This is an optimization exercise on Yosys and OpenROAD, whose aim is small area, a short achievable clock period and few clock cycles, not a production implementation. Function was not checked in any run shown here: the RTL went through the layout flow alone. Power figures rest on the tool's default switching activity, not on a simulated workload.

[flow/design.v]
module css_t1 (
    input  wire [7:0] a,
    output wire [7:0] t1
);
    wire a01 = a[0] & a[1];
    wire u   = a01 ^ a[3];
    wire v   = (a[4] & a[5]) ^ a[6];
    wire w   = a01 ^ a[2];
    wire z   = (a[4] | a[5]) ^ a[7];
    assign t1[0] = ~u;
    assign t1[1] = ~v;
    assign t1[2] = a[5] ^ (u | v);
    assign t1[3] = a[1] ^ (u | v);
    assign t1[4] = ~w;
    assign t1[5] = ~z;
    assign t1[6] = a[0] ^ (w | z);
    assign t1[7] = a[4] ^ (w & z);
endmodule
module css_descramble (
    input  wire        clk,
    input  wire        rst,          
    input  wire        in_valid,
    output wire        in_ready,
    input  wire [31:0] in_data,
    input  wire [39:0] in_key,       
    input  wire [7:0]  in_cmi,
    output wire        out_valid,
    input  wire        out_ready,
    output wire [31:0] out_data
);
    reg  [31:0] obuf;
    reg         ov;
    reg  [8:0]  wcnt;           
    reg         gate;           
    reg  [31:0] o1w;            
    reg  [31:0] ks;             
    reg         carry;
    reg  [7:0]  o0c;            
    reg  [2:0]  o0f;            
    function [7:0] rev8(input [7:0] b);
        integer k;
        begin
            for (k = 0; k < 8; k = k + 1) rev8[k] = b[7-k];
        end
    endfunction
    function [7:0] t2(input [7:0] i);
        t2 = i ^ (i >> 3) ^ (i >> 6);
    endfunction
    function [7:0] t3(input [2:0] i);
        t3 = (i[0] ? 8'h24 : 8'h00) ^ (i[1] ? 8'h49 : 8'h00) ^ (i[2] ? 8'h92 : 8'h00);
    endfunction
    function [31:0] lfsr1_word(input [31:0] w);
        reg [8:0] lo;
        reg [7:0] hi, o;
        integer k;
        begin
            hi = {w[8], w[23:17]};
            lo = {w[16], w[31:24]};
            for (k = 0; k < 4; k = k + 1) begin
                o  = t2(hi) ^ t3(lo[2:0]);
                hi = lo[8:1];
                lo = {lo[0], o};
                lfsr1_word[8*k +: 8] = o;
            end
        end
    endfunction
    function [10:0] o0_of(input [23:0] x);
        reg [24:0] l;
        reg [7:0]  k;
        begin
            l = {x[23:3], 1'b1, x[2:0]};
            k = l[24:17] ^ l[21:14] ^ l[20:13] ^ {l[12:8], 3'd0};
            o0_of = {k ^ {5'd0, k[7:5]}, k[2:0] ^ l[7:5]};
        end
    endfunction
    wire take = in_valid && in_ready;
    wire [7:0] b0 = in_data[7:0], b1 = in_data[15:8];
    wire [31:0] aw = {rev8(o0c), rev8(o0c), rev8(o0c), rev8({o0c[7:3], o0f})};
    wire [31:0] bw = ~{rev8(o1w[31:24]), rev8(o1w[23:16]), rev8(o1w[15:8]), rev8(o1w[7:0])};
    wire [32:0] ks_next = {1'b0, aw} + {1'b0, bw} + {32'd0, carry};
    wire [31:0] t1w;
    css_t1 u_t10 (.a(in_data[7:0]),   .t1(t1w[7:0]));
    css_t1 u_t11 (.a(in_data[15:8]),  .t1(t1w[15:8]));
    css_t1 u_t12 (.a(in_data[23:16]), .t1(t1w[23:16]));
    css_t1 u_t13 (.a(in_data[31:24]), .t1(t1w[31:24]));
    wire scr = gate && wcnt[8:5] != 4'd0;      
    always @(posedge clk) begin
        if (rst) begin
            ov   <= 1'b0;
            wcnt <= 9'd0;
        end else begin
            if (take) begin
                ov   <= 1'b1;
                wcnt <= wcnt + 9'd1;
            end else if (out_ready) begin
                ov   <= 1'b0;
            end
        end
        if (take) begin
            obuf <= scr ? (t1w ^ ks) : in_data;
            if (wcnt == 9'd5)
                gate <= b0[5:4] != 2'b00;
            if (wcnt == 9'd21) begin
                gate  <= gate && in_cmi[7] && in_key != 40'd0;
                o1w   <= {in_key[7:0] ^ b0, in_key[14:8] ^ b1[6:0], 1'b1, 7'd0, in_key[15] ^ b1[7], 8'd0};
                {o0c, o0f} <= o0_of({8'd0, in_key[31:16] ^ in_data[31:16]});
                carry <= 1'b0;
            end
            if (wcnt == 9'd22)
                {o0c, o0f} <= {o0c, o0f} ^ o0_of({in_key[39:32] ^ b0, 16'd0});
            if (wcnt >= 9'd30)
                o1w <= lfsr1_word(o1w);
            if (wcnt >= 9'd31)
                {carry, ks} <= ks_next;
            if (wcnt == 9'd31)
                o0f <= o0c[2:0];
        end
    end
    assign in_ready  = out_ready || !ov;
    assign out_valid = ov;
    assign out_data  = obuf;
endmodule
[flow/run.sh]
#!/bin/bash
# synth_recipe.tcl (not shown) runs the flow's synth.tcl, then flattens the netlist and writes it again
# the make line also repeats each setting of config.mk as NAME=value (left out here)
make -C /OpenROAD-flow-scripts/flow DESIGN_CONFIG=/design/flow/config.mk WORK_HOME=/design/flow/orfs CLKGATE_MAP_FILE= SYNTH_SCRIPT=/design/flow/synth_recipe.tcl finish
[flow/config.mk]
export PLATFORM = sky130hd
export DESIGN_NAME = css_descramble
export DESIGN_NICKNAME = css_descramble
export VERILOG_FILES = /design/flow/design.v
export SDC_FILE = /design/flow/constraint.sdc
export NUM_CORES = 4
export LEC_CHECK = 0
export CAP_MARGIN = 20
export CORE_MARGIN = 2
export CORE_UTILIZATION = 40
export PLACE_DENSITY = 0.6
export SLEW_MARGIN = 20
[flow/constraint.sdc]
create_clock -name core_clock -period 6.0 [get_ports {clk}]
set_input_delay 1.2000 -clock core_clock [delete_from_list [all_inputs] [get_ports {clk}]]
set_output_delay 1.2000 -clock core_clock [all_outputs]
set_load 0.01 [all_outputs]
==> impl_metrics.env, run 1 <==
export IMPL_yosysUniqueCellTypes=57
export IMPL_synthFlopType="edfxtp_1"
export IMPL_cpMaxStageDelayCell="edfxtp_1"
export IMPL_vias=6591
export IMPL_syn_nets=1004
export IMPL_hold_class="flip-flop to flip-flop"
export IMPL_pre_cts_ws_ns=2.24
export IMPL_r2r_start="o0c[7]"
export IMPL_final_cell_area_um2=10300
export IMPL_r2r_slack_ns=2.14
export IMPL_setup_tns_ns=0
export IMPL_wl_mm=23.3
export IMPL_hold_viol=0
export IMPL_worstSetupEndpointType="flip-flop"
export IMPL_crit_start="o0c[7]"
export IMPL_cp_depth=11
export IMPL_path_class="flip-flop to flip-flop"
export IMPL_rsz0062_at_grt="false"
export IMPL_ctsLongestPathBuffers=2
export IMPL_power_density_nw_per_um2=216
export IMPL_ff2ff_path_depth=11
export IMPL_cts_resized=0
export IMPL_cts_tree="yes"
export IMPL_antenna_cells=0
export IMPL_critical_path_arrival_ns=4.03
export IMPL_cts_buffers=17
export IMPL_worstPathBufferInverterCount=1
export IMPL_holdBufCountCts=0
export IMPL_fp_row_count=53
export IMPL_die_height_um=149
export IMPL_wl_met1_mm=11.1
export IMPL_synthCells=884
export IMPL_hpwl_mm=18.1
export IMPL_ir_drop_mv=0.132
export IMPL_instances_no_fill=1267
export IMPL_intPower_w=0.00165
export IMPL_area_delta_synth_final_pct=22.7
export IMPL_crit_path_max_fanout=5
export IMPL_cp_endpoint="ks[30]"
export IMPL_antenna_found_initial=0
export IMPL_min_period_ns=3.86
export IMPL_max_freq_mhz=259
export IMPL_root_buffer="clkbuf_16"
export IMPL_core_um2=20800
export IMPL_relSlewSlack_pct=31.2
export IMPL_drc=0
export IMPL_grt_remaining_overflow=0
export IMPL_async_flop_share_pct=0
export IMPL_slew_viol_final=0
export IMPL_fp_dieW_um=149
export IMPL_port_buffer_count=110
export IMPL_drt_iter0_drc=512
export IMPL_syn_mean_instance_area_um2=9.52
export IMPL_ys_warn_count=1
export IMPL_swShare_pct=25.8
export IMPL_drtPass1Iterations=4
export IMPL_max_cap_viol_count=0
export IMPL_synth_top_cell_area_share_pct=38.9
export IMPL_placedInstanceArea_um2=9770
export IMPL_p_clk_share_pct=43.7
export IMPL_worst_path_largest_cell_delay_ns=0.54
export IMPL_grt_pass1_vias=6290
export IMPL_place_inst=1235
export IMPL_crit_reg2reg_capture="ks[30]"
export IMPL_initial_utilization_pct=40.4
export IMPL_seq_area_frac_synth_pct=41.3
export IMPL_worstPathRequired_ns=6.17
export IMPL_nets=1099
export IMPL_seqPwrFrac_pct=41.7
export IMPL_grt_total_usage_pct=21.7
export IMPL_fin_ws_ns=2.14
export IMPL_via_per_inst=5.20
export IMPL_wl_met2_mm=10.2
export IMPL_drive_gt1_share_pct=5.24
export IMPL_syn_area_um2=8420
export IMPL_worst_pin_slew_ns=1.03
export IMPL_yosys_area_top_type="edfxtp_1"
export IMPL_routabilityCongestion=0.883
export IMPL_setup_viol=0
export IMPL_post_cts_buffers=0
export IMPL_switchingPower_w=0.000575
export IMPL_post_route_period_util_pct=64.3
export IMPL_skew_ns=0.0113
export IMPL_grt_start_max_net_pins=55
export IMPL_htree_num_levels=4
export IMPL_wl_per_cell_um=18.4
export IMPL_pwr_share_comb_pct=14.7
export IMPL_ios=118
export IMPL_grt_first_pass_wirelength_mm=35.9
export IMPL_wl_met3_mm=1.54
export IMPL_ant_nets=0
export IMPL_final_util_pct=49.6
export IMPL_power_leakage_nw=3.77
export IMPL_top_layer="met4"
export IMPL_die_area_um2=22200
export IMPL_ys_top_cells_by_area="edfxtp_1 39%, xnor2_1 15%, xor2_1 5.2%, ha_1 5.1%, a21oi_1 4.0%"
export IMPL_worst_setup_path_start_kind="flip-flop"
export IMPL_clock_sinks=119
export IMPL_synth_enable_flop_cells=109
export IMPL_worstSkewPairLatency_ns=0.43
export IMPL_outcome="timing/DRC/antenna clean"
export IMPL_hp_start="ov"
export IMPL_crit_family="compound AO/OA/AOI/OAI gates"
export IMPL_ys_seq_elements=119
export IMPL_clkSlewWorstSetupHoldPaths_ns=0.06
export IMPL_cp_cell_sequence="inv_1 > fa_1 > fa_1 > nor2b_1 > o31a_1 > o211ai_1 > a31oi_1 > a21oi_1 > o21ai_1 > a21oi_1 > o311ai_0"
-- stage by stage --
stage	hold WS (ns)	total power, W
after floorplan	0.493	0.00113
after global routing	0.580	0.00230
after global placement	0.511	0.00127
after detailed placement	0.521	0.00127
after CTS	0.532	0.00224
final	0.525	0.00223
-- routing by layer --
layer  vias to the layer above  track usage (%)
li1                       3260                -
met1                      3069             30.6
met2                       230             33.3
met3                        32             4.53
met4                         0             7.00
met5                         -                0
-- cells in the final DEF (no fill, tap or decap), types with 3 or more instances in the layout --
master / instances
xnor2_1: 143
clkdlybuf4s50_1: 110
edfxtp_1: 109
nor2_1: 81
nand2_1: 76
a21oi_1: 67
inv_1: 60
xor2_1: 50
o21ai_0: 48
ha_1: 34
clkbuf_16: 17
nor4_1: 16
nand4_1: 12
nand3_1: 10
dfxtp_1: 10
nand2b_1: 9
o211ai_1: 9
a21o_1: 8
o21a_1: 7
a211oi_1: 7
nor3_1: 6
mux2i_1: 6
buf_4: 6
or3_1: 5
nor2b_1: 4
a31oi_1: 4
o21bai_1: 4
o31ai_1: 4
xor2_2: 4
clkinvlp_4: 4
clkinv_4: 4
and3_1: 3
and2_1: 3
o2bb2ai_1: 3
o32ai_1: 3
clkinv_2: 3
-- cells by family after synthesis --
group                    count (synthesis)  synth area share [%]
AO/OA/AOI/OAI                          187                  13.5
XOR/XNOR                               201                  21.9
adder cells (fa/ha/maj)                 36                  5.53
flip-flops                             119                  41.3
AND/OR/NAND/NOR                        232                  12.3
multiplexers                             8                 0.981
buffers and inverters                  101                  4.53
-- synthesized netlist by cell type (12+ instances only) --
| cell | count |
|---|---|
| xor2_1 | 50 |
| nand2_1 | 76 |
| nor2_1 | 83 |
| a21oi_1 | 68 |
| clkbuf_1 | 36 |
| edfxtp_1 | 109 |
| nor4_1 | 16 |
| inv_1 | 60 |
| xnor2_1 | 143 |
| o21ai_0 | 49 |
| ha_1 | 34 |
| nand4_1 | 12 |
-- power by group through the flow --
stage	combinational, W	clock, W	sequential [W]
3_3_place_gp	0.000322	0	0.000946
3_5_place_dp	0.000323	0	0.000947
4_1_cts	0.000327	0.000982	0.000929
5_1_grt	0.000355	0.00102	0.000930
2_1_floorplan	0.000177	0	0.000954
6_report	0.000327	0.000973	0.000929
-- worst register-to-register path: stages, from the launching register on --
cell and delay [ns]:
edfxtp_1 0.54, inv_1 0.10, fa_1 0.43, fa_1 0.42, nor2b_1 0.16, o31a_1 0.22, o211ai_1 0.17, a31oi_1 0.29
a21oi_1 0.18, o21ai_1 0.42, a21oi_1 0.25, o311ai_0 0.45
-- worst min path at each step --
stage              end  cells after the start
2_1_floorplan  wcnt[8]                      2
3_3_place_gp   wcnt[8]                      2
3_5_place_dp   wcnt[8]                      2
4_1_cts             ov                      2
5_1_grt             ov                      2
6_report            ov                      2
-- flip-flops by register name (all words and copies together), names as in the netlist --
register	cells
o1w	32
obuf	32
carry	1
o0f	3
ks	32
gate	1
ov	1
o0c	8
wcnt	9
-- cell type report --
class,instances,area (um^2)
Inverter,61,229
Clock inverter,14,128
Sequential cell,119,3470
Clock buffer,18,429
Multi-Input combinational cell,664,4580
Tap cell,275,344
Fill cell,1981,10500
Timing Repair Buffer,116,1150
==> run 2: changes to the inputs <==
--- a/flow/config.mk
+++ b/flow/config.mk
@@ -5,8 +5,10 @@
 export SDC_FILE = /design/flow/constraint.sdc
 export NUM_CORES = 4
 export LEC_CHECK = 0
+export ABC_CLOCK_PERIOD_IN_PS = 2500
 export CAP_MARGIN = 20
 export CORE_MARGIN = 2
 export CORE_UTILIZATION = 40
 export PLACE_DENSITY = 0.6
+export SETUP_SLACK_MARGIN = 3.5
 export SLEW_MARGIN = 20
==> run 2 against run 1 <==
  * Maximum frequency is 29% higher
  * Global-route usage is 1.4 points higher
  * Final cell count rose by 3.7%
  * Register-to-register slack better by 0.86 ns
  * Flip-flop and latch count unchanged
  * Sequential share of layout area is 3.2 points lower
  * Clock power increased by about 10%
  * First-iteration DRC count is 21% lower
  * Critical endpoint unchanged
  * Largest cell class unchanged
==> impl_metrics.env, run 2 <==
export IMPL_outcome="timing/DRC/antenna clean"
export IMPL_die_area_um2=22200
export IMPL_path_class="flip-flop to flip-flop"
export IMPL_initial_utilization_pct=40.4
export IMPL_grt_total_usage_pct=23.0
export IMPL_final_common_cell="xnor2_1"
export IMPL_max_freq_mhz=333
export IMPL_port_buffer_count=110
export IMPL_area_delta_synth_final_pct=35.7
export IMPL_cp_common_cell="fa_2"
export IMPL_cts_tree="yes"
export IMPL_grt_pass1_vias=6731
export IMPL_cts_buffers=17
export IMPL_relSlewSlack_pct=40.8
export IMPL_power_density_nw_per_um2=206
export IMPL_fp_dieW_um=149
export IMPL_worst_path_largest_cell_delay_ns=0.43
export IMPL_ys_warn_count=1
export IMPL_placedInstanceArea_um2=9870
export IMPL_grt_first_pass_wirelength_mm=38.2
export IMPL_crit_start="o0c[7]"
export IMPL_ir_drop_mv=0.139
export IMPL_ys_top_cells_by_area="edfxtp_1 39%, xnor2_1 15%, xor2_1 5.2%, ha_1 5.1%, a21oi_1 4.0%"
export IMPL_htree_num_levels=4
export IMPL_syn_nets=1004
export IMPL_die_height_um=149
export IMPL_rsz0062_at_grt="true"
export IMPL_setup_viol=0
export IMPL_synth_enable_flop_cells=109
export IMPL_worstPathRequired_ns=6.23
export IMPL_synth_common_cells="143 x xnor2_1, 109 x edfxtp_1, 83 x nor2_1"
export IMPL_hold_viol=0
export IMPL_antenna_found_initial=0
export IMPL_via_per_inst=5.25
export IMPL_power_leakage_nw=4.51
export IMPL_crit_path_max_fanout=4
export IMPL_hold_class="flip-flop to flip-flop"
export IMPL_slew_viol_final=0
export IMPL_cpMaxStageDelayCell="edfxtp_1"
export IMPL_grt_remaining_overflow=0
export IMPL_synthCells=884
export IMPL_clkSlewWorstSetupHoldPaths_ns=0.06
export IMPL_wl_per_cell_um=19.1
export IMPL_clock_sinks=119
export IMPL_worstSetupEndpointType="flip-flop"
export IMPL_wl_mm=25.1
export IMPL_antenna_cells=0
export IMPL_ant_nets=0
export IMPL_yosysUniqueCellTypes=57
export IMPL_yosys_area_top_type="edfxtp_1"
export IMPL_nets=1146
export IMPL_syn_mean_instance_area_um2=9.52
export IMPL_cp_cell_sequence="inv_1 > fa_2 > fa_2 > nor2b_2 > o31a_1 > o211ai_1 > a31oi_2 > a21oi_2 > o21ai_4 > a21oi_4 > o311ai_2"
export IMPL_post_route_period_util_pct=50.0
export IMPL_critical_path_arrival_ns=3.23
export IMPL_syn_area_um2=8420
export IMPL_fp_row_count=53
export IMPL_skew_ns=0.0114
export IMPL_pre_cts_ws_ns=2.48
export IMPL_worstSkewPairLatency_ns=0.43
export IMPL_holdBufCountCts=0
export IMPL_core_um2=20800
export IMPL_final_cell_area_um2=11400
export IMPL_fin_ws_ns=3.00
export IMPL_async_flop_share_pct=0
export IMPL_vias=6901
export IMPL_drtPass1Iterations=5
export IMPL_setup_tns_ns=0
export IMPL_seq_area_frac_synth_pct=41.3
export IMPL_max_cap_viol_count=0
export IMPL_synth_most_common_cell="xnor2_1"
export IMPL_worst_setup_path_start_kind="flip-flop"
export IMPL_min_period_ns=3.00
export IMPL_ctsLongestPathBuffers=2
export IMPL_final_util_pct=54.9
export IMPL_hpwl_mm=18.3
export IMPL_synthFlopType="edfxtp_1"
export IMPL_mostFrequentLayoutCells="128 x xnor2_1, 109 x edfxtp_1, 79 x nor2_1"
export IMPL_routabilityCongestion=0.919
export IMPL_hp_start="wcnt[8]"
export IMPL_ys_seq_elements=119
export IMPL_drc=0
export IMPL_synth_top_cell_area_share_pct=38.9
export IMPL_drt_iter0_drc=407
export IMPL_ios=118
export IMPL_root_buffer="clkbuf_16"
export IMPL_drive_gt1_share_pct=17.8
export IMPL_r2r_start="o0c[7]"
export IMPL_worst_pin_slew_ns=0.885
export IMPL_grt_start_max_net_pins=55
-- run 2: area by class of cell --
class / count / area, um^2
fillers: 1842 / 9400
multi-input cells: 666 / 5240
flip-flops and latches: 119 / 3470
repair buffers: 161 / 1500
clock buffers: 18 / 429
well taps: 275 / 344
inverters: 61 / 255
clock inverters: 14 / 181
-- run 2: final timing paths --
check	to	slack (ns)	depth (start not counted)
min	wcnt[8]	0.56	2
max	ks[30]	3.00	11
max reg2reg	ks[30]	3.00	11
min reg2reg	wcnt[8]	0.56	2
-- run 2: per-layer routing --
layer / track usage [%] / vias to the layer above / part of all wire (%)
met4: 7.10 / 0 / 2.0
met2: 37.1 / 205 / 46
met5: 0 / - / 0
met3: 4.01 / 30 / 4.8
met1: 31.7 / 3309 / 47
li1: - / 3357 / -
-- run 2: per-stage QoR --
stage	total power, W	hold slack, ns	cells
after floorplan	0.00114	0.493	884
after global placement	0.00128	0.514	1233
after detailed placement	0.00128	0.527	1233
after CTS	0.00235	0.546	1300
after global routing	0.00242	0.584	1314
final	0.00235	0.559	1314
-- run 2: power breakdown --
part	total [W]	leakage (nW)	internal [W]	switching, W
Clock	0.00107	0.289	0.000689	0.000385
Combinational	0.000344	3.13	0.000160	0.000184
Sequential	0.000929	1.09	0.000923	0.00000581
Total	0.00235	4.51	0.00177	0.000575
-- run 2: kinds of logic after synthesis --
kind of cell / count (synthesis) / synth area share, %
multiplexers: 8 / 0.981
buffers and inverters: 101 / 4.53
adder cells (fa/ha/maj): 36 / 5.53
XOR/XNOR: 201 / 21.9
AO/OA/AOI/OAI: 187 / 13.5
AND/OR/NAND/NOR: 232 / 12.3
flip-flops: 119 / 41.3
-- run 2: critical path, delay by kind of cell (launching register included) --
family / cells / cell delay, ns
compound gates: 7 / 1.42
fa+ha+maj: 2 / 0.73
buf+inv: 1 / 0.08
flops: 1 / 0.43
simple gates: 1 / 0.13
-- run 2: repair_timing --
action,CTS,global route
gates cloned,2,0
gates resized for setup,148,55
endpoints found under the setup margin,144,97
pin swaps,52,15
setup buffers,33,14
==> run 3: changes to the inputs <==
--- a/flow/design.v
+++ b/flow/design.v
@@ -33,7 +33,7 @@
     reg  [8:0]  wcnt;           
     reg         gate;           
     reg  [31:0] o1w;            
-    reg  [31:0] ks;             
+    reg  [35:0] ssum;           
     reg         carry;
     reg  [7:0]  o0c;            
     reg  [2:0]  o0f;            
@@ -75,9 +75,26 @@
     endfunction
     wire take = in_valid && in_ready;
     wire [7:0] b0 = in_data[7:0], b1 = in_data[15:8];
-    wire [31:0] aw = {rev8(o0c), rev8(o0c), rev8(o0c), rev8({o0c[7:3], o0f})};
-    wire [31:0] bw = ~{rev8(o1w[31:24]), rev8(o1w[23:16]), rev8(o1w[15:8]), rev8(o1w[7:0])};
-    wire [32:0] ks_next = {1'b0, aw} + {1'b0, bw} + {32'd0, carry};
+    wire [31:0] o1n = o1w;
+    wire [7:0]  a0  = rev8({o0c[7:3], o0f});
+    wire [7:0]  a1  = rev8(o0c);
+    wire [8:0]  sn0 = {1'b0, a0} + {1'b0, ~rev8(o1n[7:0])};
+    wire [8:0]  sn1 = {1'b0, a1} + {1'b0, ~rev8(o1n[15:8])};
+    wire [8:0]  sn2 = {1'b0, a1} + {1'b0, ~rev8(o1n[23:16])};
+    wire [8:0]  sn3 = {1'b0, a1} + {1'b0, ~rev8(o1n[31:24])};
+    wire [3:0] bc;              
+    wire [31:0] ks;
+    assign bc[0] = carry;
+    genvar j;
+    generate
+        for (j = 0; j < 4; j = j + 1) begin : g_ks
+            wire [8:0] sj = ssum[9*j +: 9];
+            if (j < 3)
+                assign bc[j+1] = sj[8] | (&sj[7:0] & bc[j]);
+            assign ks[8*j +: 8] = sj[7:0] + {7'd0, bc[j]};
+        end
+    endgenerate
+    wire carry_next = ssum[35] | (&ssum[34:27] & bc[3]);
     wire [31:0] t1w;
     css_t1 u_t10 (.a(in_data[7:0]),   .t1(t1w[7:0]));
     css_t1 u_t11 (.a(in_data[15:8]),  .t1(t1w[15:8]));
@@ -109,14 +126,16 @@
             if (wcnt == 9'd22)
                 {o0c, o0f} <= {o0c, o0f} ^ o0_of({in_key[39:32] ^ b0, 16'd0});
             if (wcnt >= 9'd30)
-                o1w <= lfsr1_word(o1w);
+                o1w  <= lfsr1_word(o1w);
             if (wcnt >= 9'd31)
-                {carry, ks} <= ks_next;
+                ssum <= {sn3, sn2, sn1, sn0};
             if (wcnt == 9'd31)
                 o0f <= o0c[2:0];
+            if (wcnt[8:5] != 4'd0)
+                carry <= carry_next;
         end
     end
-    assign in_ready  = out_ready || !ov;
+    assign in_ready  = out_ready;
     assign out_valid = ov;
     assign out_data  = obuf;
 endmodule
--- a/flow/config.mk
+++ b/flow/config.mk
@@ -5,10 +5,10 @@
 export SDC_FILE = /design/flow/constraint.sdc
 export NUM_CORES = 4
 export LEC_CHECK = 0
-export ABC_CLOCK_PERIOD_IN_PS = 2500
+export ABC_CLOCK_PERIOD_IN_PS = 2600
 export CAP_MARGIN = 20
 export CORE_MARGIN = 2
 export CORE_UTILIZATION = 40
 export PLACE_DENSITY = 0.6
-export SETUP_SLACK_MARGIN = 3.5
+export SETUP_SLACK_MARGIN = 3.4
 export SLEW_MARGIN = 20
==> run 3 against run 2 <==
  * Global-route usage down 2.9 points
  * Register-to-register slack better by 0.22 ns
  * Via count down 9.4%
  * Count of clock-buffer cells in the layout up 10
  * Critical endpoint is now obuf[31]
  * Flip-flop and latch count up 4
==> impl_metrics.env, run 3 <==
export IMPL_synthCells=840
export IMPL_largest_register_ffs=36
export IMPL_hpwl_mm=16.8
export IMPL_drc=0
export IMPL_min_period_ns=2.78
export IMPL_syn_mean_instance_area_um2=10.2
export IMPL_path_class="flip-flop to flip-flop"
export IMPL_intPower_w=0.00176
export IMPL_hold_class="flip-flop to flip-flop"
export IMPL_rsz0062_at_grt="true"
export IMPL_clkSlewWorstSetupHoldPaths_ns=0.06
export IMPL_root_buffer="clkbuf_16"
export IMPL_fillCellCount=1858
export IMPL_vias=6254
export IMPL_crit_path_max_fanout=2
export IMPL_syn_nets=972
export IMPL_use_met2_pct=31.5
export IMPL_cts_tree="yes"
export IMPL_yosysUniqueCellTypes=59
export IMPL_drive_gt1_share_pct=13.1
export IMPL_antenna_found_initial=0
export IMPL_worst_pin_slew_ns=0.656
export IMPL_switchingPower_w=0.000549
export IMPL_worst_setup_path_start_kind="flip-flop"
export IMPL_antenna_cells=0
export IMPL_setup_tns_ns=0
export IMPL_nets=1101
export IMPL_synth_top_family_by_area="XOR/XNOR gates"
export IMPL_grt_remaining_overflow=0
export IMPL_routabilityCongestion=0.831
export IMPL_slew_viol_final=0
export IMPL_skew_ns=0.00597
export IMPL_clock_sinks=123
export IMPL_grt_start_max_net_pins=56
export IMPL_ant_nets=0
export IMPL_die_area_um2=22600
export IMPL_pwr_share_comb_pct=14.7
export IMPL_mostFrequentLayoutCells="139 x xnor2_1, 113 x edfxtp_1, 70 x nor2_1"
export IMPL_ys_seq_elements=123
export IMPL_synthFlopType="edfxtp_1"
export IMPL_worstSkewPairLatency_ns=0.42
export IMPL_synthSimpleGateAreaFrac_pct=12.5
export IMPL_ios=118
export IMPL_synth_most_common_cell="xnor2_1"
export IMPL_seq_area_frac_synth_pct=42.0
export IMPL_yosys_area_top_type="edfxtp_1"
export IMPL_swShare_pct=23.7
export IMPL_final_common_cell="xnor2_1"
export IMPL_via_per_inst=4.98
export IMPL_wl_mm=22.1
export IMPL_ctsLongestPathBuffers=2
export IMPL_setup_viol=0
export IMPL_fp_dieW_um=150
export IMPL_die_height_um=150
export IMPL_power_leakage_nw=4.28
export IMPL_grtUsageMet1_pct=27.5
export IMPL_synth_top_cell_area_share_pct=39.6
export IMPL_grt_first_pass_wirelength_mm=33.7
export IMPL_synth_common_cells="153 x xnor2_1, 113 x edfxtp_1, 74 x nand2_1"
export IMPL_use_met3_pct=3.45
export IMPL_synth_xor_area_share_pct=23.9
export IMPL_p_clk_share_pct=44.1
export IMPL_worstSetupEndpointType="flip-flop"
export IMPL_cts_buffers=17
export IMPL_holdBufCountCts=0
export IMPL_core_um2=21000
export IMPL_gr_max_usage_layer="met2"
export IMPL_ir_drop_mv=0.157
export IMPL_synth_enable_flop_cells=113
export IMPL_grt_pass1_vias=6048
export IMPL_fp_row_count=53
export IMPL_seqPwrFrac_pct=41.2
export IMPL_max_freq_mhz=359
export IMPL_synth_fa_ha_area_share_pct=7.37
export IMPL_hold_viol=0
export IMPL_ys_top_cells_by_area="edfxtp_1 40%, xnor2_1 16%, ha_1 6.4%, xor2_1 6.2%, nand2_1 3.2%"
export IMPL_regMostFlops="ssum"
export IMPL_port_buffer_count=110
export IMPL_initial_utilization_pct=40.7
export IMPL_relSlewSlack_pct=56.3
export IMPL_synthMuxAreaShare_pct=1.64
export IMPL_syn_area_um2=8560
export IMPL_critical_path_arrival_ns=2.96
export IMPL_power_density_nw_per_um2=208
export IMPL_ys_warn_count=1
export IMPL_area_delta_synth_final_pct=30.2
export IMPL_worstPathRequired_ns=6.18
export IMPL_wl_per_cell_um=17.6
export IMPL_grt_total_usage_pct=20.1
export IMPL_drtPass1Iterations=4
export IMPL_outcome="timing/DRC/antenna clean"
export IMPL_max_cap_viol_count=0
export IMPL_htree_num_levels=4
export IMPL_synth_compound_area_share_pct=9.28
export IMPL_hold_ws_ns=0.473
export IMPL_drt_iter0_drc=332
export IMPL_async_flop_share_pct=0
export IMPL_post_route_period_util_pct=46.4
## run 3: cell count changes after synthesis, moves of 10 or more
cell / change
a21oi_1: -27
inv_1: -20
nand3_1: +15
o21ai_0: -14
nor2_1: -12
clkbuf_1: -11
xor2_1: +11
ha_1: +10
o21ai_1: +10
xnor2_1: +10
## run 3: path summary, 6_finish.rpt
check / startpoint / to / slack, ns / cells after the start
worst min-delay path: ov / ov / 0.47 / 2
worst max-delay path: ssum[3] / obuf[31] / 3.22 / 10
worst max register to register: ssum[3] / obuf[31] / 3.22 / 10
worst min register to register: ov / ov / 0.47 / 2
## run 3: final cells by class
type	count	area, um^2	area share [%]
clock buffer	28	572	5.13
timing repair buffer	141	1370	12.3
multi-input combinational	645	5080	45.6
clock inverter	4	21.3	0.191
tap	275	344	3.09
sequential	123	3590	32.2
inverter	41	170	1.53
## run 3: logic make-up (layout without fill, tap and decap cells)
logic type	Yosys count	count (layout)
AO/OA/AOI/OAI	132	133
buffers and inverters	73	214
AND/OR/NAND/NOR	232	232
multiplexers	10	10
adder cells (fa/ha/maj)	48	48
XOR/XNOR	222	222
flip-flops	123	123
## run 3: repair_timing
| item | 4_1_cts | 5_1_grt |
|---|---|---|
| setup endpoints to repair | 104 | 60 |
| cloned | 1 | 0 |
| setup buffers | 14 | 13 |
| pin swaps | 11 | 23 |
| resized for setup | 71 | 45 |
## run 3: worst max-delay path, cell delays in order, from the launching register on
cell and delay (ns):
edfxtp_1 0.39, and4_1 0.23, a31o_2 0.27, a41o_1 0.20
a41o_1 0.23, ha_2 0.21, nand3_4 0.10, nor2_4 0.05
xnor2_2 0.20, mux4_2 0.51, a21boi_1 0.14
## run 3: power groups by stage
stage | registers [W] | clock network [W] | logic [W]
6_report | 0.000953 | 0.00102 | 0.000341
5_1_grt | 0.000954 | 0.00107 | 0.000368
4_1_cts | 0.000953 | 0.00103 | 0.000336
3_5_place_dp | 0.000971 | 0 | 0.000315
3_3_place_gp | 0.000970 | 0 | 0.000316
2_1_floorplan | 0.000975 | 0 | 0.000184
## run 3: through the flow
step           worst slack (ns)  cells  power [W]  util, %  cell area, um^2
2_1_floorplan              3.33    840    0.00116        -             8650
3_5_place_dp               2.50   1197    0.00129     47.4             9970
6_report                   3.22   1257    0.00231     53.0            11100
3_3_place_gp               2.57   1197    0.00129     47.4             9970
5_1_grt                    3.14   1257    0.00239     53.0            11100
4_1_cts                    3.20   1244    0.00232     51.7            10900
## run 3: layer usage
metal | wire, um | part of all wire (%)
met5 | 0 | 0
met4 | 657 | 3.0
met3 | 786 | 3.6
met2 | 10300 | 47
met1 | 10300 | 47
==> run 4: changes to the inputs <==
--- a/flow/config.mk
+++ b/flow/config.mk
@@ -5,10 +5,9 @@
 export SDC_FILE = /design/flow/constraint.sdc
 export NUM_CORES = 4
 export LEC_CHECK = 0
-export ABC_CLOCK_PERIOD_IN_PS = 2600
 export CAP_MARGIN = 20
 export CORE_MARGIN = 2
 export CORE_UTILIZATION = 40
 export PLACE_DENSITY = 0.6
-export SETUP_SLACK_MARGIN = 3.4
+export SETUP_SLACK_MARGIN = 3.2
 export SLEW_MARGIN = 20
==> run 4 against run 3 <==
  * Flip-flop and latch count stayed put
  * Die area did not move
  * Sequential power about the same
  * Cell area fell by 2.1%
  * Maximum frequency decreased by 0.75%
  * Still clean on timing, DRC and antenna
  * Largest cell class unchanged
  * Highest routed layer unchanged
==> impl_metrics.env, run 4 <==
export IMPL_clock_sinks=123
export IMPL_drtPass1Iterations=5
export IMPL_cts_tree="yes"
export IMPL_wl_per_cell_um=18.4
export IMPL_power_density_nw_per_um2=211
export IMPL_worst_setup_path_start_kind="input port"
export IMPL_ys_seq_elements=123
export IMPL_largest_register_ffs=36
export IMPL_syn_mean_instance_area_um2=10.2
export IMPL_drc=0
export IMPL_synthCells=840
export IMPL_r2r_start="carry"
export IMPL_yosys_area_top_type="edfxtp_1"
export IMPL_mostFrequentLayoutCells="145 x xnor2_1, 113 x edfxtp_1, 94 x clkdlybuf4s50_1"
export IMPL_seq_area_frac_synth_pct=42.0
export IMPL_synth_common_cells="153 x xnor2_1, 113 x edfxtp_1, 74 x nand2_1"
export IMPL_fp_dieW_um=150
export IMPL_fp_row_count=53
export IMPL_ys_warn_count=1
export IMPL_yosysUniqueCellTypes=59
export IMPL_crit_reg2reg_capture="obuf[31]"
export IMPL_root_buffer="clkbuf_16"
export IMPL_drt_iter0_drc=348
export IMPL_hp_start="ov"
export IMPL_ctsLongestPathBuffers=2
export IMPL_hpwl_mm=17.4
export IMPL_port_buffer_count=110
export IMPL_p_total_w=0.00230
export IMPL_syn_area_um2=8560
export IMPL_htree_num_levels=4
export IMPL_max_cap_viol_count=0
export IMPL_use_met3_pct=5.09
export IMPL_nets=1095
export IMPL_drive_gt1_share_pct=10.6
export IMPL_core_um2=21000
export IMPL_power_leakage_nw=4.05
export IMPL_final_cell_area_um2=10900
export IMPL_cts_buffers=17
export IMPL_grt_total_usage_pct=20.8
export IMPL_clkSlewWorstSetupHoldPaths_ns=0.06
export IMPL_grt_first_pass_wirelength_mm=34.4
export IMPL_worstSkewPairLatency_ns=0.42
export IMPL_via_per_inst=5.00
export IMPL_worst_pin_slew_ns=0.968
export IMPL_grtUsageMet1_pct=28.9
export IMPL_ant_nets=0
export IMPL_max_freq_mhz=357
export IMPL_setup_tns_ns=0
export IMPL_initial_utilization_pct=40.7
export IMPL_routabilityCongestion=0.838
export IMPL_r2r_slack_ns=3.21
export IMPL_wl_mm=23.0
export IMPL_worstSetupEndpointType="flip-flop"
export IMPL_grt_start_max_net_pins=42
export IMPL_ys_top_cells_by_area="edfxtp_1 40%, xnor2_1 16%, ha_1 6.4%, xor2_1 6.2%, nand2_1 3.2%"
export IMPL_antenna_cells=0
export IMPL_hold_class="flip-flop to flip-flop"
export IMPL_post_route_period_util_pct=46.7
export IMPL_die_area_um2=22600
export IMPL_gr_max_usage_layer="met2"
export IMPL_rsz0062_at_grt="true"
export IMPL_min_period_ns=2.80
export IMPL_worstPathRequired_ns=6.16
export IMPL_ir_drop_mv=0.176
export IMPL_crit_path_max_fanout=2
export IMPL_die_height_um=150
export IMPL_hold_viol=0
export IMPL_syn_nets=972
export IMPL_holdBufCountCts=0
export IMPL_placedInstanceArea_um2=9940
export IMPL_use_met2_pct=32.2
export IMPL_vias=6244
export IMPL_grt_remaining_overflow=0
export IMPL_relSlewSlack_pct=35.5
export IMPL_hold_end="ov"
export IMPL_slew_viol_final=0
export IMPL_async_flop_share_pct=0
export IMPL_grt_pass1_vias=6025
export IMPL_regMostFlops="ssum"
export IMPL_ios=118
export IMPL_synth_top_cell_area_share_pct=39.6
export IMPL_synth_most_common_cell="xnor2_1"
export IMPL_critical_path_arrival_ns=2.97
export IMPL_synthFlopType="edfxtp_1"
export IMPL_final_common_cell="xnor2_1"
export IMPL_path_class="input port to flip-flop"
export IMPL_outcome="timing/DRC/antenna clean"
export IMPL_ff2ff_path_depth=14
export IMPL_skew_ns=0.0124
export IMPL_fillCellCount=1910
export IMPL_synth_enable_flop_cells=113
export IMPL_area_delta_synth_final_pct=27.4
export IMPL_antenna_found_initial=0
export IMPL_min_path_cells=2
export IMPL_setup_viol=0
-- run 4: timing repair --
item	4_1_cts	5_1_grt
endpoints found under the setup margin	33	29
setup buffers	14	6
pin swaps	7	13
gates resized for setup	31	40
-- run 4: metrics by stage --
stage          std cells  worst slack [ns]  utilization, %  hold WS, ns
2_1_floorplan        840              3.21               -        0.481
3_3_place_gp        1199              2.39            47.3        0.459
3_5_place_dp        1199              2.35            47.3        0.463
4_1_cts             1244              2.97            50.9        0.472
5_1_grt             1250              3.12            51.9        0.525
6_report            1250              3.20            51.9        0.469
-- run 4: how the worst max path moves through the flow --
stage	from	cells past startpoint	slack (ns)	to
after detailed placement	in_data[1]	7	2.35	obuf[7]
after CTS	out_ready	2	2.97	in_ready
after global routing	carry	10	3.12	obuf[31]
after global placement	in_data[0]	7	2.39	obuf[7]
after floorplan	wcnt[5]	4	3.21	o1w[0]
final	in_key[2]	6	3.20	gate
-- run 4: cells by family after synthesis --
kind of cell | count (synthesis) | share of synthesized area (%)
adders and majority gates | 48 | 7.37
DFF | 123 | 42.0
buffers and inverters | 73 | 3.32
AOI/OAI and AO/OA | 132 | 9.28
muxes | 10 | 1.64
xor gates and xnor gates | 222 | 23.9
and+or+nand+nor | 232 | 12.5
-- run 4: critical path, stage by stage --
cell and delay [ns]:
clkdlybuf4s50_1 0.47, nor4_2 0.49, nand4_1 0.13, or3_1 0.43, a31oi_1 0.18, a21oi_1 0.06
-- run 4: layer usage --
metal / vias to the layer above / part of all wire, %
li1: 3148 / -
met5: - / 0
met2: 147 / 45
met3: 23 / 5.3
met1: 2926 / 48
met4: 0 / 1.8
-- run 4: cell type report --
| cell class | instances | area [um^2] | area share, % |
|---|---|---|---|
| Inverter | 41 | 159 | 1.46 |
| Tap cell | 275 | 344 | 3.16 |
| Timing Repair Buffer | 136 | 1290 | 11.8 |
| Sequential cell | 123 | 3590 | 33.0 |
| Clock buffer | 21 | 440 | 4.04 |
| Clock inverter | 10 | 125 | 1.15 |
| Multi-Input combinational cell | 644 | 4950 | 45.4 |
-- run 4: power by group --
group / total [W] / switching (W) / internal (W)
clock network: 0.00101 / 0.000370 / 0.000643
registers: 0.000953 / 0.00000436 / 0.000949
logic: 0.000333 / 0.000166 / 0.000167
==> run 5: changes to the inputs <==
--- a/flow/design.v
+++ b/flow/design.v
@@ -32,7 +32,8 @@
     reg         ov;
     reg  [8:0]  wcnt;           
     reg         gate;           
-    reg  [31:0] o1w;            
+    reg  [8:0]  l1lo;           
+    reg  [7:0]  l1hi;
     reg  [35:0] ssum;           
     reg         carry;
     reg  [7:0]  o0c;            
@@ -49,13 +50,13 @@
     function [7:0] t3(input [2:0] i);
         t3 = (i[0] ? 8'h24 : 8'h00) ^ (i[1] ? 8'h49 : 8'h00) ^ (i[2] ? 8'h92 : 8'h00);
     endfunction
-    function [31:0] lfsr1_word(input [31:0] w);
+    function [31:0] lfsr1_word(input [7:0] hi0, input [8:0] lo0);
         reg [8:0] lo;
         reg [7:0] hi, o;
         integer k;
         begin
-            hi = {w[8], w[23:17]};
-            lo = {w[16], w[31:24]};
+            hi = hi0;
+            lo = lo0;
             for (k = 0; k < 4; k = k + 1) begin
                 o  = t2(hi) ^ t3(lo[2:0]);
                 hi = lo[8:1];
@@ -75,7 +76,7 @@
     endfunction
     wire take = in_valid && in_ready;
     wire [7:0] b0 = in_data[7:0], b1 = in_data[15:8];
-    wire [31:0] o1n = o1w;
+    wire [31:0] o1n = lfsr1_word(l1hi, l1lo);
     wire [7:0]  a0  = rev8({o0c[7:3], o0f});
     wire [7:0]  a1  = rev8(o0c);
     wire [8:0]  sn0 = {1'b0, a0} + {1'b0, ~rev8(o1n[7:0])};
@@ -119,23 +120,25 @@
                 gate <= b0[5:4] != 2'b00;
             if (wcnt == 9'd21) begin
                 gate  <= gate && in_cmi[7] && in_key != 40'd0;
-                o1w   <= {in_key[7:0] ^ b0, in_key[14:8] ^ b1[6:0], 1'b1, 7'd0, in_key[15] ^ b1[7], 8'd0};
+                l1lo  <= {1'b1, in_key[7:0] ^ b0};
+                l1hi  <= in_key[15:8] ^ b1;
                 {o0c, o0f} <= o0_of({8'd0, in_key[31:16] ^ in_data[31:16]});
                 carry <= 1'b0;
             end
             if (wcnt == 9'd22)
                 {o0c, o0f} <= {o0c, o0f} ^ o0_of({in_key[39:32] ^ b0, 16'd0});
-            if (wcnt >= 9'd30)
-                o1w  <= lfsr1_word(o1w);
-            if (wcnt >= 9'd31)
+            if (wcnt >= 9'd31) begin
+                l1hi <= {o1n[8], o1n[23:17]};
+                l1lo <= {o1n[16], o1n[31:24]};
                 ssum <= {sn3, sn2, sn1, sn0};
+            end
             if (wcnt == 9'd31)
                 o0f <= o0c[2:0];
             if (wcnt[8:5] != 4'd0)
                 carry <= carry_next;
         end
     end
-    assign in_ready  = out_ready;
+    assign in_ready  = out_ready || !ov;
     assign out_valid = ov;
     assign out_data  = obuf;
 endmodule
--- a/flow/config.mk
+++ b/flow/config.mk
@@ -9,5 +9,4 @@
 export CORE_MARGIN = 2
 export CORE_UTILIZATION = 40
 export PLACE_DENSITY = 0.6
-export SETUP_SLACK_MARGIN = 3.2
 export SLEW_MARGIN = 20
==> run 5 against run 4 <==
  * Via count down 5.9%
  * Sequential power down 11%
  * Clock power down 41%
  * Global-route usage down 0.53 points
  * Critical endpoint is now in_ready
  * Synthesized cell count down 5.6%
==> impl_metrics.env, run 5 <==
export IMPL_clock_sinks=108
export IMPL_setup_tns_ns=0
export IMPL_worstSetupEndpointType="primary output"
export IMPL_fin_ws_ns=2.48
export IMPL_outcome="timing/DRC/antenna clean"
export IMPL_wl_per_cell_um=17.9
export IMPL_skew_ns=0.00667
export IMPL_grt_total_usage_pct=20.3
export IMPL_cts_buffers=9
export IMPL_async_flop_share_pct=0
export IMPL_synth_top_family_by_area="XOR/XNOR gates"
export IMPL_ant_nets=0
export IMPL_max_cap_viol_count=0
export IMPL_grt_start_max_net_pins=41
export IMPL_max_freq_mhz=284
export IMPL_synthFlopType="edfxtp_1"
export IMPL_synth_top_cell_area_share_pct=37.1
export IMPL_synthCells=793
export IMPL_port_buffer_count=110
export IMPL_synth_most_common_cell="xnor2_1"
export IMPL_cts_resized=0
export IMPL_post_cts_buffers=0
export IMPL_ir_drop_mv=0.110
export IMPL_largest_register_ffs=36
export IMPL_ys_top_cells_by_area="edfxtp_1 37%, xnor2_1 18%, ha_1 6.9%, xor2_1 5.7%, nand2_1 3.6%"
export IMPL_vias=5877
export IMPL_synth_enable_flop_cells=98
export IMPL_relSlewSlack_pct=42.1
export IMPL_syn_mean_instance_area_um2=10.0
export IMPL_holdBufCountCts=0
export IMPL_ys_seq_elements=108
export IMPL_mostFrequentLayoutCells="160 x xnor2_1, 110 x clkdlybuf4s50_1, 98 x edfxtp_1"
export IMPL_setup_viol=0
export IMPL_cts_tree="yes"
export IMPL_core_um2=19500
export IMPL_antenna_found_initial=0
export IMPL_worst_pin_slew_ns=0.868
export IMPL_syn_area_um2=7930
export IMPL_slew_viol_final=0
export IMPL_synthMuxAreaShare_pct=1.47
export IMPL_die_area_um2=21000
export IMPL_ios=118
export IMPL_clkSlewWorstSetupHoldPaths_ns=0.07
export IMPL_critical_path_arrival_ns=2.32
export IMPL_fp_row_count=51
export IMPL_worst_setup_path_start_kind="input port"
export IMPL_pre_cts_ws_ns=2.41
export IMPL_grt_pass1_vias=5491
export IMPL_power_leakage_nw=3.45
export IMPL_drt_iter0_drc=407
export IMPL_htree_num_levels=3
export IMPL_synth_xor_area_share_pct=25.8
export IMPL_root_buffer="clkbuf_16"
export IMPL_antenna_cells=0
export IMPL_nets=1018
export IMPL_yosys_area_top_type="edfxtp_1"
export IMPL_grt_first_pass_wirelength_mm=31.4
export IMPL_post_route_period_util_pct=58.7
export IMPL_hold_viol=0
export IMPL_routabilityCongestion=0.907
export IMPL_initial_utilization_pct=40.7
export IMPL_ctsLongestPathBuffers=2
export IMPL_area_delta_synth_final_pct=20.5
export IMPL_power_density_nw_per_um2=185
export IMPL_synth_common_cells="160 x xnor2_1, 98 x edfxtp_1, 77 x nand2_1"
export IMPL_min_period_ns=3.52
export IMPL_worstPathRequired_ns=4.80
export IMPL_r2r_slack_ns=2.51
export IMPL_via_per_inst=5.08
export IMPL_seq_area_frac_synth_pct=39.7
export IMPL_drive_gt1_share_pct=3.93
export IMPL_synth_fa_ha_area_share_pct=7.96
export IMPL_final_common_cell="xnor2_1"
export IMPL_synthSimpleGateAreaFrac_pct=12.2
export IMPL_ys_warn_count=1
export IMPL_grt_remaining_overflow=0
export IMPL_hpwl_mm=16.3
export IMPL_rsz0062_at_grt="false"
export IMPL_drc=0
export IMPL_hold_class="flip-flop to flip-flop"
export IMPL_yosysUniqueCellTypes=53
export IMPL_path_class="input port to primary output"
export IMPL_syn_nets=925
export IMPL_fp_dieW_um=145
export IMPL_drtPass1Iterations=5
export IMPL_worstSkewPairLatency_ns=0.36
export IMPL_fillCellCount=1827
export IMPL_regMostFlops="ssum"
export IMPL_crit_path_max_fanout=3
export IMPL_wl_mm=20.7
export IMPL_die_height_um=145
export IMPL_p_total_w=0.00177
export IMPL_synth_compound_area_share_pct=10.1
run 5: changes by cell type in the layout (fill, tap and decap cells not counted), moves of 8 or more:
| cell | delta |
|---|---|
| nor2_1 | -19 |
| edfxtp_1 | -15 |
| xnor2_1 | +15 |
| clkdlybuf4s50_1 | +16 |
| o21ai_1 | -10 |
| clkbuf_16 | -8 |
| buf_4 | -19 |
| o21ai_0 | +21 |
| inv_1 | -17 |
run 5: final timing paths:
kind / end / startpoint / cells past startpoint
worst max-delay path: in_ready / out_ready / 3
worst min-delay path: wcnt[8] / wcnt[8] / 2
worst max register to register: ssum[35] / l1lo[2] / 11
worst min register to register: wcnt[8] / wcnt[8] / 2
run 5: cell families after synthesis:
kind of cell | Yosys count
xor gates and xnor gates | 223
and+or+nand+nor | 209
AOI/OAI and AO/OA | 139
DFF | 108
buffers and inverters | 57
adders and majority gates | 48
muxes | 9
run 5: routing by layer:
| layer | vias up | GRT usage, % | part of all wire, % |
|---|---|---|---|
| li1 | 2955 | - | - |
| met1 | 2732 | 29.1 | 48 |
| met2 | 171 | 32.1 | 45 |
| met3 | 19 | 2.30 | 5.7 |
| met4 | 0 | 6.29 | 1.6 |
| met5 | - | 0 | 0 |
run 5: worst max-delay path: stages:
cell,delay [ns]
clkdlybuf4s50_1,0.45
nand2b_1,0.13
clkdlybuf4s50_1,0.54
run 5: cell type report:
cell class / instances / area (um^2) / area share [%]
Clock inverter: 6 / 55.1 / 0.576
Timing Repair Buffer: 115 / 1140 / 11.9
Inverter: 24 / 90.1 / 0.943
Multi-Input combinational cell: 628 / 4570 / 47.8
Tap cell: 265 / 332 / 3.47
Sequential cell: 108 / 3140 / 32.9
Clock buffer: 10 / 229 / 2.40
run 5: through the flow:
step	utilization [%]	hold WS, ns	instance area (um^2)	std cells
floorplan	-	0.471	7930	793
CTS	49.1	0.514	9550	1156
global route	49.1	0.554	9550	1156
finish	49.1	0.516	9550	1156
detailed placement	47.6	0.502	9270	1140
global placement	47.6	0.491	9270	1140
run 5: power by group:
part           leakage, nW  internal (W)  switching, W
combinational         2.32      0.000169      0.000158
sequential           0.984      0.000839    0.00000597
clock                0.139      0.000320      0.000276
==> run 6: changes to the inputs <==
--- a/flow/config.mk
+++ b/flow/config.mk
@@ -5,8 +5,10 @@
 export SDC_FILE = /design/flow/constraint.sdc
 export NUM_CORES = 4
 export LEC_CHECK = 0
+export ABC_CLOCK_PERIOD_IN_PS = 2500
 export CAP_MARGIN = 20
 export CORE_MARGIN = 2
 export CORE_UTILIZATION = 40
 export PLACE_DENSITY = 0.6
+export SETUP_SLACK_MARGIN = 3.5
 export SLEW_MARGIN = 20
==> run 6 against run 5 <==
  * Still clean on timing, DRC and antenna
  * Worst setup slack improved by 0.63 ns
  * Critical path type is now flip-flop to flip-flop
  * Die area did not move
  * Worst hold slack gained 0.0093 ns
  * Combinational power is 13% higher
  * Sequential share of layout area shrank 4.8 points
  * Non-clock buffer count grew 62
  * Register-to-register slack improved by 0.60 ns
  * Clock power about the same
==> impl_metrics.env, run 6 <==
export IMPL_outcome="timing/DRC/antenna clean"
export IMPL_crit_family="XOR/XNOR gates"
export IMPL_wl_mm=22.7
export IMPL_fp_row_count=51
export IMPL_rsz0062_at_grt="true"
export IMPL_final_common_cell="xnor2_1"
export IMPL_post_route_period_util_pct=48.1
export IMPL_ios=118
export IMPL_grt_total_usage_pct=21.3
export IMPL_seq_area_frac_synth_pct=39.7
export IMPL_p_clk_share_pct=32.8
export IMPL_switchingPower_w=0.000489
export IMPL_setup_viol=0
export IMPL_vias=6335
export IMPL_hpwl_mm=16.5
export IMPL_core_um2=19500
export IMPL_syn_nets=925
export IMPL_port_buffer_count=110
export IMPL_skew_ns=0.0113
export IMPL_swShare_pct=27.0
export IMPL_grt_first_pass_wirelength_mm=33.0
export IMPL_async_flop_share_pct=0
export IMPL_seqPwrFrac_pct=46.7
export IMPL_worstPathBufferInverterCount=0
export IMPL_r2r_start="l1lo[2]"
export IMPL_ys_warn_count=1
export IMPL_worst_pin_slew_ns=0.833
export IMPL_cpMaxStageDelayCell="edfxtp_1"
export IMPL_worstSetupEndpointType="flip-flop"
export IMPL_drtPass1Iterations=4
export IMPL_area_delta_synth_final_pct=41.3
export IMPL_p_total_w=0.00181
export IMPL_synthCells=793
export IMPL_holdBufCountCts=0
export IMPL_routabilityCongestion=0.878
export IMPL_synth_most_common_cell="xnor2_1"
export IMPL_r2r_slack_ns=3.11
export IMPL_ir_drop_mv=0.119
export IMPL_drive_gt1_share_pct=24.7
export IMPL_min_period_ns=2.89
export IMPL_max_cap_viol_count=0
export IMPL_pwr_share_comb_pct=20.5
export IMPL_die_area_um2=21000
export IMPL_synth_enable_flop_cells=98
export IMPL_fp_dieW_um=145
export IMPL_relSlewSlack_pct=44.4
export IMPL_ctsLongestPathBuffers=2
export IMPL_power_density_nw_per_um2=162
export IMPL_critical_path_arrival_ns=3.00
export IMPL_synthFlopType="edfxtp_1"
export IMPL_hold_viol=0
export IMPL_intPower_w=0.00132
export IMPL_worstSkewPairLatency_ns=0.36
export IMPL_antenna_cells=0
export IMPL_place_inst=1138
export IMPL_worst_path_largest_cell_delay_ns=0.50
export IMPL_mostFrequentLayoutCells="120 x xnor2_1, 98 x edfxtp_1, 72 x nand2_1"
export IMPL_via_per_inst=5.20
export IMPL_path_class="flip-flop to flip-flop"
export IMPL_hold_ws_ns=0.526
export IMPL_crit_start="l1lo[2]"
export IMPL_syn_mean_instance_area_um2=10.0
export IMPL_hold_class="flip-flop to flip-flop"
export IMPL_regMostFlops="ssum"
export IMPL_cts_buffers=9
export IMPL_synth_top_cell_area_share_pct=37.1
export IMPL_nets=1081
export IMPL_max_freq_mhz=346
export IMPL_power_leakage_nw=4.29
export IMPL_cp_cell_sequence="xnor2_4 > xor2_4 > xnor2_4 > xor2_2 > ha_2 > fa_2 > a21o_1 > a21oi_2 > o21bai_1 > a21oi_2 > o21ai_1"
export IMPL_clkSlewWorstSetupHoldPaths_ns=0.08
export IMPL_hp_start="wcnt[8]"
export IMPL_drt_iter0_drc=486
export IMPL_drc=0
export IMPL_slew_viol_final=0
export IMPL_grt_remaining_overflow=0
export IMPL_largest_register_ffs=36
export IMPL_clock_sinks=108
export IMPL_yosysUniqueCellTypes=53
export IMPL_htree_num_levels=3
export IMPL_ant_nets=0
export IMPL_worstPathRequired_ns=6.12
export IMPL_wl_per_cell_um=18.6
export IMPL_ys_top_cells_by_area="edfxtp_1 37%, xnor2_1 18%, ha_1 6.9%, xor2_1 5.7%, nand2_1 3.6%"
export IMPL_cts_tree="yes"
export IMPL_grt_pass1_vias=5799
export IMPL_initial_utilization_pct=40.7
export IMPL_setup_tns_ns=0
export IMPL_grt_start_max_net_pins=41
export IMPL_instances_no_fill=1219
export IMPL_crit_path_max_fanout=4
export IMPL_ys_seq_elements=108
export IMPL_root_buffer="clkbuf_16"
export IMPL_antenna_found_initial=0
export IMPL_die_height_um=145
export IMPL_yosys_area_top_type="edfxtp_1"
export IMPL_syn_area_um2=7930
export IMPL_worst_setup_path_start_kind="flip-flop"
export IMPL_synth_common_cells="160 x xnor2_1, 98 x edfxtp_1, 77 x nand2_1"
==> run 6: cell types whose count changed in the layout (fill, tap and decap cells not counted), sizes merged, moves of 2 or more <==
| cell | delta |
|---|---|
| dlymetal6s2s | +9 |
| clkbuf | +4 |
| clkdlybuf4s50 | -67 |
| clkdlybuf4s15 | +4 |
| dlygate4sd2 | +48 |
| buf | +63 |
| inv | +3 |
| clkinv | -2 |
==> run 6: path summary, 6_finish.rpt <==
path	end	cells past startpoint
worst min-delay path	wcnt[8]	2
worst max register to register	ssum[35]	11
worst max-delay path	ssum[35]	11
worst min register to register	wcnt[8]	2
==> run 6: cell families (layout without fill, tap and decap cells) <==
| family | count (synthesis) | after routing | synth area share (%) |
|---|---|---|---|
| muxes | 9 | 9 | 1.47 |
| and+or+nand+nor | 209 | 210 | 12.2 |
| adders and majority gates | 48 | 48 | 7.96 |
| buffers and inverters | 57 | 217 | 2.79 |
| xor gates and xnor gates | 223 | 223 | 25.8 |
| DFF | 108 | 108 | 39.7 |
| AOI/OAI and AO/OA | 139 | 139 | 10.1 |
==> run 6: power by group through the flow <==
stage | combinational, W | sequential, W | clock [W]
after global placement | 0.000330 | 0.000862 | 0
after global routing | 0.000401 | 0.000847 | 0.000625
after detailed placement | 0.000330 | 0.000862 | 0
after floorplan | 0.000193 | 0.000869 | 0
after CTS | 0.000351 | 0.000845 | 0.000602
final | 0.000371 | 0.000845 | 0.000594
==> run 6: cell type report <==
class	count	area, um^2
fill	1665	8260
multi-input combinational	629	5700
sequential	108	3140
timing repair buffer	177	1620
tap	265	332
clock buffer	10	239
inverter	24	116
clock inverter	6	46.3
==> run 6: per-layer routing <==
layer / vias to the layer above / share of wire, % / routed length (um) / track usage [%]
met3: 20 / 5.0 / 1140 / 3.09
met4: 0 / 1.9 / 437 / 6.90
met5: - / 0 / 0 / 0
li1: 3076 / - / - / -
met1: 3066 / 47 / 10700 / 30.5
met2: 173 / 46 / 10500 / 33.4
==> run 6: worst min-delay path, delay by kind of cell (launching register included) <==
family / cells / cell delay (ns)
flops: 1 / 0.34
compound gates: 2 / 0.14
==> run 6: per-stage QoR <==
stage | cell area [um^2] | setup WS, ns | utilization (%)
after global placement | 9470 | 2.48 | 48.6
final | 11200 | 3.11 | 57.6
after CTS | 10400 | 3.10 | 53.7
after global routing | 11200 | 2.98 | 57.6
after detailed placement | 9470 | 2.47 | 48.6
after floorplan | 8150 | 3.24 | -
==> run 6: repair_timing <==
| action | 4_1_cts | 5_1_grt |
|---|---|---|
| pin swaps | 62 | 56 |
| gates resized for setup | 138 | 101 |
| setup endpoints to repair | 123 | 116 |
| setup buffers | 39 | 25 |
| gates cloned | 1 | 0 |
==> run 7: changes to the inputs <==
--- a/flow/design.v
+++ b/flow/design.v
@@ -32,9 +32,8 @@
     reg         ov;
     reg  [8:0]  wcnt;           
     reg         gate;           
-    reg  [8:0]  l1lo;           
-    reg  [7:0]  l1hi;
-    reg  [35:0] ssum;           
+    reg  [31:0] o1w;            
+    reg  [39:0] ssum;           
     reg         carry;
     reg  [7:0]  o0c;            
     reg  [2:0]  o0f;            
@@ -50,13 +49,13 @@
     function [7:0] t3(input [2:0] i);
         t3 = (i[0] ? 8'h24 : 8'h00) ^ (i[1] ? 8'h49 : 8'h00) ^ (i[2] ? 8'h92 : 8'h00);
     endfunction
-    function [31:0] lfsr1_word(input [7:0] hi0, input [8:0] lo0);
+    function [31:0] lfsr1_word(input [31:0] w);
         reg [8:0] lo;
         reg [7:0] hi, o;
         integer k;
         begin
-            hi = hi0;
-            lo = lo0;
+            hi = {w[8], w[23:17]};
+            lo = {w[16], w[31:24]};
             for (k = 0; k < 4; k = k + 1) begin
                 o  = t2(hi) ^ t3(lo[2:0]);
                 hi = lo[8:1];
@@ -76,26 +75,30 @@
     endfunction
     wire take = in_valid && in_ready;
     wire [7:0] b0 = in_data[7:0], b1 = in_data[15:8];
-    wire [31:0] o1n = lfsr1_word(l1hi, l1lo);
+    wire [31:0] o1n = o1w;
     wire [7:0]  a0  = rev8({o0c[7:3], o0f});
     wire [7:0]  a1  = rev8(o0c);
     wire [8:0]  sn0 = {1'b0, a0} + {1'b0, ~rev8(o1n[7:0])};
     wire [8:0]  sn1 = {1'b0, a1} + {1'b0, ~rev8(o1n[15:8])};
     wire [8:0]  sn2 = {1'b0, a1} + {1'b0, ~rev8(o1n[23:16])};
     wire [8:0]  sn3 = {1'b0, a1} + {1'b0, ~rev8(o1n[31:24])};
+    wire        pn0 = o1n[7:0]   == {o0c[7:3], o0f};
+    wire        pn1 = o1n[15:8]  == o0c;
+    wire        pn2 = o1n[23:16] == o0c;
+    wire        pn3 = o1n[31:24] == o0c;
     wire [3:0] bc;              
     wire [31:0] ks;
     assign bc[0] = carry;
     genvar j;
     generate
         for (j = 0; j < 4; j = j + 1) begin : g_ks
-            wire [8:0] sj = ssum[9*j +: 9];
+            wire [9:0] sj = ssum[10*j +: 10];
             if (j < 3)
-                assign bc[j+1] = sj[8] | (&sj[7:0] & bc[j]);
+                assign bc[j+1] = sj[8] | (sj[9] & bc[j]);
             assign ks[8*j +: 8] = sj[7:0] + {7'd0, bc[j]};
         end
     endgenerate
-    wire carry_next = ssum[35] | (&ssum[34:27] & bc[3]);
+    wire carry_next = ssum[38] | (ssum[39] & bc[3]);
     wire [31:0] t1w;
     css_t1 u_t10 (.a(in_data[7:0]),   .t1(t1w[7:0]));
     css_t1 u_t11 (.a(in_data[15:8]),  .t1(t1w[15:8]));
@@ -120,25 +123,23 @@
                 gate <= b0[5:4] != 2'b00;
             if (wcnt == 9'd21) begin
                 gate  <= gate && in_cmi[7] && in_key != 40'd0;
-                l1lo  <= {1'b1, in_key[7:0] ^ b0};
-                l1hi  <= in_key[15:8] ^ b1;
+                o1w   <= {in_key[7:0] ^ b0, in_key[14:8] ^ b1[6:0], 1'b1, 7'd0, in_key[15] ^ b1[7], 8'd0};
                 {o0c, o0f} <= o0_of({8'd0, in_key[31:16] ^ in_data[31:16]});
                 carry <= 1'b0;
             end
             if (wcnt == 9'd22)
                 {o0c, o0f} <= {o0c, o0f} ^ o0_of({in_key[39:32] ^ b0, 16'd0});
-            if (wcnt >= 9'd31) begin
-                l1hi <= {o1n[8], o1n[23:17]};
-                l1lo <= {o1n[16], o1n[31:24]};
-                ssum <= {sn3, sn2, sn1, sn0};
-            end
+            if (wcnt >= 9'd30)
+                o1w  <= lfsr1_word(o1w);
+            if (wcnt >= 9'd31)
+                ssum <= {pn3, sn3, pn2, sn2, pn1, sn1, pn0, sn0};
             if (wcnt == 9'd31)
                 o0f <= o0c[2:0];
             if (wcnt[8:5] != 4'd0)
                 carry <= carry_next;
         end
     end
-    assign in_ready  = out_ready || !ov;
+    assign in_ready  = out_ready;
     assign out_valid = ov;
     assign out_data  = obuf;
 endmodule
--- a/flow/config.mk
+++ b/flow/config.mk
@@ -5,10 +5,10 @@
 export SDC_FILE = /design/flow/constraint.sdc
 export NUM_CORES = 4
 export LEC_CHECK = 0
-export ABC_CLOCK_PERIOD_IN_PS = 2500
+export ABC_CLOCK_PERIOD_IN_PS = 2600
 export CAP_MARGIN = 20
 export CORE_MARGIN = 2
 export CORE_UTILIZATION = 40
 export PLACE_DENSITY = 0.6
-export SETUP_SLACK_MARGIN = 3.5
+export SETUP_SLACK_MARGIN = 3.4
 export SLEW_MARGIN = 20
==> run 7 against run 6 <==
  * Sequential power grew 16%
  * Non-clock buffer count shrank 39
  * First-iteration DRC count grew 14%
  * Core utilization shrank 6.3 points
  * Count of clock-buffer cells in the layout grew 8
  * Register-to-register slack gained 0.32 ns
  * Cell area grew 3.0%
  * Maximum frequency grew 9.0%
  * Final cell count grew 7.1%
  * Synthesized area grew 15%
  * Critical endpoint is now in_ready
  * Largest power group is now clock
==> impl_metrics.env, run 7 <==
export IMPL_grt_start_max_net_pins=41
export IMPL_routabilityCongestion=0.817
export IMPL_synth_top_cell_area_share_pct=38.6
export IMPL_ant_nets=0
export IMPL_pre_cts_ws_ns=2.51
export IMPL_synth_common_cells="138 x xnor2_1, 117 x edfxtp_1, 91 x nor2_1"
export IMPL_crit_family="buffers and inverters"
export IMPL_syn_mean_instance_area_um2=10.3
export IMPL_antenna_cells=0
export IMPL_max_cap_viol_count=0
export IMPL_power_leakage_nw=4.50
export IMPL_drc=0
export IMPL_clock_sinks=127
export IMPL_ys_seq_elements=127
export IMPL_r2r_start="carry"
export IMPL_regMostFlops="ssum"
export IMPL_cts_tree="yes"
export IMPL_intPower_w=0.00175
export IMPL_outcome="timing/DRC/antenna clean"
export IMPL_placedInstanceArea_um2=10500
export IMPL_wl_mm=23.8
export IMPL_switchingPower_w=0.000561
export IMPL_hold_viol=0
export IMPL_ir_drop_mv=0.185
export IMPL_nets=1139
export IMPL_seqPwrFrac_pct=42.5
export IMPL_area_delta_synth_final_pct=26.7
export IMPL_worstSetupEndpointType="primary output"
export IMPL_instances_no_fill=1305
export IMPL_min_period_ns=2.65
export IMPL_hp_start="ov"
export IMPL_fp_row_count=55
export IMPL_htree_num_levels=4
export IMPL_grt_remaining_overflow=0
export IMPL_synth_most_common_cell="xnor2_1"
export IMPL_core_um2=22500
export IMPL_worst_setup_path_start_kind="input port"
export IMPL_hold_ws_ns=0.474
export IMPL_async_flop_share_pct=0
export IMPL_syn_nets=1020
export IMPL_slew_viol_final=0
export IMPL_clkSlewWorstSetupHoldPaths_ns=0.05
export IMPL_final_common_cell="xnor2_1"
export IMPL_crit_start="out_ready"
export IMPL_die_area_um2=24000
export IMPL_worst_pin_slew_ns=0.679
export IMPL_swShare_pct=24.3
export IMPL_fin_ws_ns=3.35
export IMPL_root_buffer="clkbuf_16"
run 7: cell count changes after synthesis, moves of 6 or more:
cell / before / now
edfxtp_1: 98 / 117
xnor2_1: 160 / 138
buf_2: 3 / 14
nand2_1: 77 / 65
o21ai_1: 3 / 16
inv_1: 23 / 42
nor2_1: 52 / 91
nand4_1: 8 / 17
o22ai_1: 6 / 0
clkbuf_1: 29 / 20
o21ai_0: 53 / 29
run 7: stage by stage:
| stage | util (%) | power, W |
|---|---|---|
| 3_5_place_dp | 46.5 | 0.00131 |
| 2_1_floorplan | - | 0.00119 |
| 5_1_grt | 51.3 | 0.00239 |
| 6_report | 51.3 | 0.00231 |
| 3_3_place_gp | 46.4 | 0.00131 |
| 4_1_cts | 50.4 | 0.00231 |
run 7: tightest hold or removal path, stage by stage, from the launching register on:
cell and delay (ns):
dfxtp_1 0.30, nand2b_1 0.06, a21oi_1 0.06
run 7: worst paths after layout:
kind	slack (ns)	to	cells past startpoint
max	3.35	in_ready	2
min	0.47	ov	2
max reg2reg	3.43	obuf[31]	9
min reg2reg	0.47	ov	2
run 7: area by class of cell:
cell class	instances	area, um^2
clock buffer	18	429
clock inverter	14	125
fill	1967	11000
inverter	43	165
multi-input combinational	679	5410
sequential	127	3710
tap	285	357
timing repair buffer	138	1330
timing repair inverter	1	7.51
run 7: cell families after synthesis:
family / after synthesis / share of synthesized area, %
multiplexers: 8 / 0.921
flip-flops: 127 / 40.8
adder cells (fa/ha/maj): 48 / 6.93
AND/OR/NAND/NOR: 259 / 13.7
AO/OA/AOI/OAI: 151 / 10.8
buffers and inverters: 83 / 3.87
XOR/XNOR: 212 / 23.0
run 7: power by group through the flow:
stage | clock, W | sequential, W | combinational [W]
final | 0.000989 | 0.000982 | 0.000341
after global routing | 0.00104 | 0.000983 | 0.000367
after CTS | 0.00100 | 0.000982 | 0.000328
after detailed placement | 0 | 0.00100 | 0.000310
after global placement | 0 | 0.00100 | 0.000310
after floorplan | 0 | 0.00101 | 0.000186
run 7: what timing repair did:
item / 4_1_cts / 5_1_grt
endpoints found under the setup margin: 96 / 56
pin swaps: 21 / 21
buffers inserted: 10 / 13
cloned: 2 / 0
gates resized for setup: 79 / 49
hold endpoints to repair: 0 / 0
run 7: routing by layer:
layer | routed length [um] | track usage (%) | vias to the layer above
li1 | - | - | 3361
met1 | 11000 | 28.6 | 3201
met2 | 10900 | 31.6 | 199
met3 | 1470 | 3.06 | 29
met4 | 396 | 5.51 | 0
met5 | 0 | 0 | -

## separate check: timing with driven ports
The results above use ideal ports. As a check the final layouts listed here were re-extracted and re-timed, cells and wires unchanged. Step 1 sets driving cells, clkbuf_16 on the clock port and buf_2 on the other inputs (assumed; they add their load-dependent delay and slew). Step 2, shift: input delay + t, output delay - t, t = (earliest + latest rising clock arrival at the registers) / 2. This alone moves slack from input paths to output paths. Three values: no drivers, after step 1, after step 2; two values: the first two.
run	shift t [ns]	slack for setup (ns)	worst setup path after step 2
run 1	0.465	2.142 / 2.142 / 2.142	register to register
run 2	0.472	2.998 / 2.998 / 2.998	register to register
run 3	0.468	3.216 / 3.216 / 2.777	input to register
run 4	0.462	3.195 / 3.208 / 2.753	input to register
run 5	0.398	2.477 / 2.447 / 2.447	input to output
run 6	0.404	3.111 / 3.111 / 2.993	input to register
run 7	0.460	3.351 / 3.330 / 3.007	input to register
After both steps every run listed still meets setup and hold. The setup slack of run 4, which loses most, moves by +0.013 ns with the drivers and by -0.442 ns with both steps.
